This design comes from an exercise in tuning for small area, a short achievable clock period and few clock cycles per item on the open sky130 flow, not from production work.
RTL that was checked went through simulation tests only; none was proved equivalent to the original.
No activity file was given, so power comes from the tool's default toggle rates.

==> inputs of run a <==
==> flow/design.v <==
module bmt32 (
    input  wire        clk,
    input  wire        rst,        
    input  wire        start,
    input  wire        wr_en,
    input  wire [4:0]  wr_addr,
    input  wire [31:0] wr_data,
    input  wire        rd_en,
    input  wire [4:0]  rd_addr,
    output reg  [31:0] rd_data,
    output wire        busy,
    output reg         done
);
    assign busy = 1'b0;
    always @(posedge clk) begin
        if (rst)
            done <= 1'b0;
        else if (start)
            done <= 1'b1;
    end
    wire        tr = start;
    wire [31:0] we;
    wire [31:0] hold;
    wire [31:0] rsel;
    reg  [1023:0] m;              
    genvar i, j;
    generate
        for (i = 0; i < 32; i = i + 1) begin : g_sel
            assign we[i]   = wr_en & (wr_addr == i);
            assign hold[i] = ~(tr | we[i]);
            assign rsel[i] = (rd_addr == i);
        end
        for (i = 0; i < 32; i = i + 1) begin : g_row
            for (j = 0; j < 32; j = j + 1) begin : g_bit
                always @(posedge clk)
                    m[32*i+j] <= (tr & m[32*j+i]) | (we[i] & wr_data[j]) | (hold[i] & m[32*i+j]);
            end
        end
    endgenerate
    reg [31:0] rmux;
    integer r;
    always @(*) begin
        rmux = 32'd0;
        for (r = 0; r < 32; r = r + 1)
            rmux = rmux | ({32{rsel[r]}} & m[32*r +: 32]);
    end
    always @(posedge clk)
        rd_data <= rmux;
endmodule
==> flow/run.sh <==
#!/bin/bash
# synth_recipe.tcl (not shown) runs the flow's synth.tcl, then flattens the netlist and writes it again
# the make line also repeats each setting of config.mk as NAME=value (left out here)
make -C /OpenROAD-flow-scripts/flow DESIGN_CONFIG=/design/flow/config.mk WORK_HOME=/design/flow/orfs CLKGATE_MAP_FILE= SYNTH_SCRIPT=/design/flow/synth_recipe.tcl finish
==> flow/config.mk <==
export PLATFORM = sky130hd
export DESIGN_NAME = bmt32
export DESIGN_NICKNAME = bmt32
export VERILOG_FILES = /design/flow/design.v
export SDC_FILE = /design/flow/constraint.sdc
export NUM_CORES = 4
export LEC_CHECK = 0
export CAP_MARGIN = 20
export CELL_PAD_IN_SITES_DETAIL_PLACEMENT = 1
export CELL_PAD_IN_SITES_GLOBAL_PLACEMENT = 2
export CORE_MARGIN = 2
export CORE_UTILIZATION = 35
export PLACE_DENSITY = 0.5
export SLEW_MARGIN = 20
==> flow/constraint.sdc <==
create_clock -name core_clock -period 5.0 [get_ports {clk}]
set_input_delay 1.0000 -clock core_clock [delete_from_list [all_inputs] [get_ports {clk}]]
set_output_delay 1.0000 -clock core_clock [all_outputs]
set_load 0.01 [all_outputs]
==> run b: changes against run a <==
==> flow/design.v, changed modules only <==
module bmt32 (
    input  wire        clk,
    input  wire        rst,        
    input  wire        start,
    input  wire        wr_en,
    input  wire [4:0]  wr_addr,
    input  wire [31:0] wr_data,
    input  wire        rd_en,
    input  wire [4:0]  rd_addr,
    output reg  [31:0] rd_data,
    output wire        busy,
    output reg         done
);
    assign busy = 1'b0;
    always @(posedge clk) begin
        if (rst)
            done <= 1'b0;
        else if (start)
            done <= 1'b1;
    end
    reg ph;
    always @(posedge clk)
        ph <= ~ph;
    wire          tr = start;
    wire [31:0]   we;
    wire [31:0]   hold;
    wire [31:0]   keep;           
    wire [31:0]   rsel;
    wire [31:0]   wdx = wr_data ^ {32{ph}};
    reg  [1023:0] s;              
    genvar i, j;
    generate
        for (i = 0; i < 32; i = i + 1) begin : g_sel
            assign we[i]   = wr_en & (wr_addr == i);
            assign hold[i] = ~(tr | we[i]);
            assign keep[i] = ~we[i];
            assign rsel[i] = (rd_addr == i);
        end
        for (i = 0; i < 32; i = i + 1) begin : g_row
            for (j = 0; j < 32; j = j + 1) begin : g_bit
                wire d;
                if (i == j) begin : g_diag
                    bmt32_aoi2 u_sel (.a0(we[i]), .b0(wdx[j]),
                                      .a1(keep[i]), .b1(s[32*i+j]), .y(d));
                end else begin : g_off
                    bmt32_aoi3 u_sel (.a0(tr), .b0(s[32*j+i]),
                                      .a1(we[i]), .b1(wdx[j]),
                                      .a2(hold[i]), .b2(s[32*i+j]), .y(d));
                end
                always @(posedge clk)
                    s[32*i+j] <= d;
            end
        end
    endgenerate
    wire [31:0] rmux;
    generate
        for (j = 0; j < 32; j = j + 1) begin : g_rcol
            wire [32:0] col;
            wire [32:0] sel = {1'b0, rsel};
            wire [10:0] grp_n;     
            for (i = 0; i < 32; i = i + 1) begin : g_rb
                assign col[i] = s[32*i+j];
            end
            assign col[32] = 1'b0;
            for (i = 0; i < 11; i = i + 1) begin : g_grp
                bmt32_aoi3 u_aoi (.a0(sel[3*i]),   .b0(col[3*i]),
                                  .a1(sel[3*i+1]), .b1(col[3*i+1]),
                                  .a2(sel[3*i+2]), .b2(col[3*i+2]),
                                  .y(grp_n[i]));
            end
            assign rmux[j] = ~&grp_n ^ ph;
        end
    endgenerate
    always @(posedge clk)
        rd_data <= rmux;
endmodule
module bmt32_aoi3 (
    input  wire a0, b0, a1, b1, a2, b2,
    output wire y
);
    assign y = ~((a0 & b0) | (a1 & b1) | (a2 & b2));
endmodule
module bmt32_aoi2 (
    input  wire a0, b0, a1, b1,
    output wire y
);
    assign y = ~((a0 & b0) | (a1 & b1));
endmodule
--- a/flow/config.mk
+++ b/flow/config.mk
@@ -11,4 +11,9 @@
 export CORE_MARGIN = 2
 export CORE_UTILIZATION = 35
+export CTS_BUF_LIST = sky130_fd_sc_hd__clkbuf_8 sky130_fd_sc_hd__clkbuf_16
+export CTS_CLUSTER_DIAMETER = 100
+export CTS_CLUSTER_SIZE = 30
 export PLACE_DENSITY = 0.5
+export SETUP_SLACK_MARGIN = 2.8
 export SLEW_MARGIN = 20
+export SYNTH_HIERARCHICAL = 1
==> summary.txt <==
Number of multi-input combinational cells in the layout: run a 4088; run b 1784
Met2 demand-to-capacity share in global routing: run a 56.0%; run b 56.5%
Switching part of the total: run a 31.2%; run b 30.7%
Resize count post-CTS: run a 0; run b 347
Fraction of final layout cells sized beyond drive strength 1: run a 10.5%; run b 22.7%
Portion of the layout cell area used by non-clock buffers: run a 5.45%; run b 11.5%
Register share of the cell area: run a 39.3%; run b 44.3%
Final Power: run a 0.0252 W; run b 0.0190 W
Crit-path slowest cell: run a sky130_fd_sc_hd__a2111oi_0; run b sky130_fd_sc_hd__a222oi_1
NetSw: run a 0.00787 W; run b 0.00584 W
Cell Int Power: run a 0.0174 W; run b 0.0132 W
Area share of the leading cell type in the synthesized netlist: run a 45.9%; run b 57.1%
Run status: run a timing/DRC/antenna clean; run b timing/DRC/antenna clean
Synthesized area per cell: run a 8.09 µm²; run b 13.2 µm²
Delay of the slowest cell on the worst path: run a 860 ps; run b 570 ps
Part of the total power dissipated in the clock network: run a 38.2%; run b 25.1%
Summed instance area of the synthesized netlist: run a 46100 µm²; run b 37100 µm²
Setup WS pre-CTS: run a 220 ps; run b 531 ps
Testbench counts of run a, summed over its fixed seeds: cycles 8,712, items 256.
Function not checked in run b: the RTL went through the layout flow alone.

separate check: timing with driven ports:
Ports are ideal in the flow. The routed layouts listed here were re-timed in OpenROAD. Step 1 (the two cells are an assumption about what drives the block):
set clk [get_ports {clk}]
set_driving_cell -lib_cell sky130_fd_sc_hd__clkbuf_16 $clk
set_driving_cell -lib_cell sky130_fd_sc_hd__buf_2 [delete_from_list [all_inputs] $clk]
Step 2 moves the port delays by t, midway between the first and last clock arrival at a register: inputs arrive t later, outputs are due t later. That takes back most of the time a late clock gives input paths. a / b / c = ideal ports / drivers / drivers and shift; a / b = the first two.
| run | t, ns | slack for setup (ns) | worst setup path at the end | latest minus earliest clock arrival (ns) |
|---|---|---|---|---|
| run a | 0.845 | 0.807 / 0.793 / -0.053 | input to register | 0.029 / 0.029 |
| run b | 0.750 | 2.191 / 2.201 / 1.451 | input to register | 0.040 / 0.040 |
With both steps, setup timing fails in run a, where it was met with ideal ports. The setup slack of run a, which loses most, moves by -0.014 ns with the drivers and by -0.860 ns with both steps.
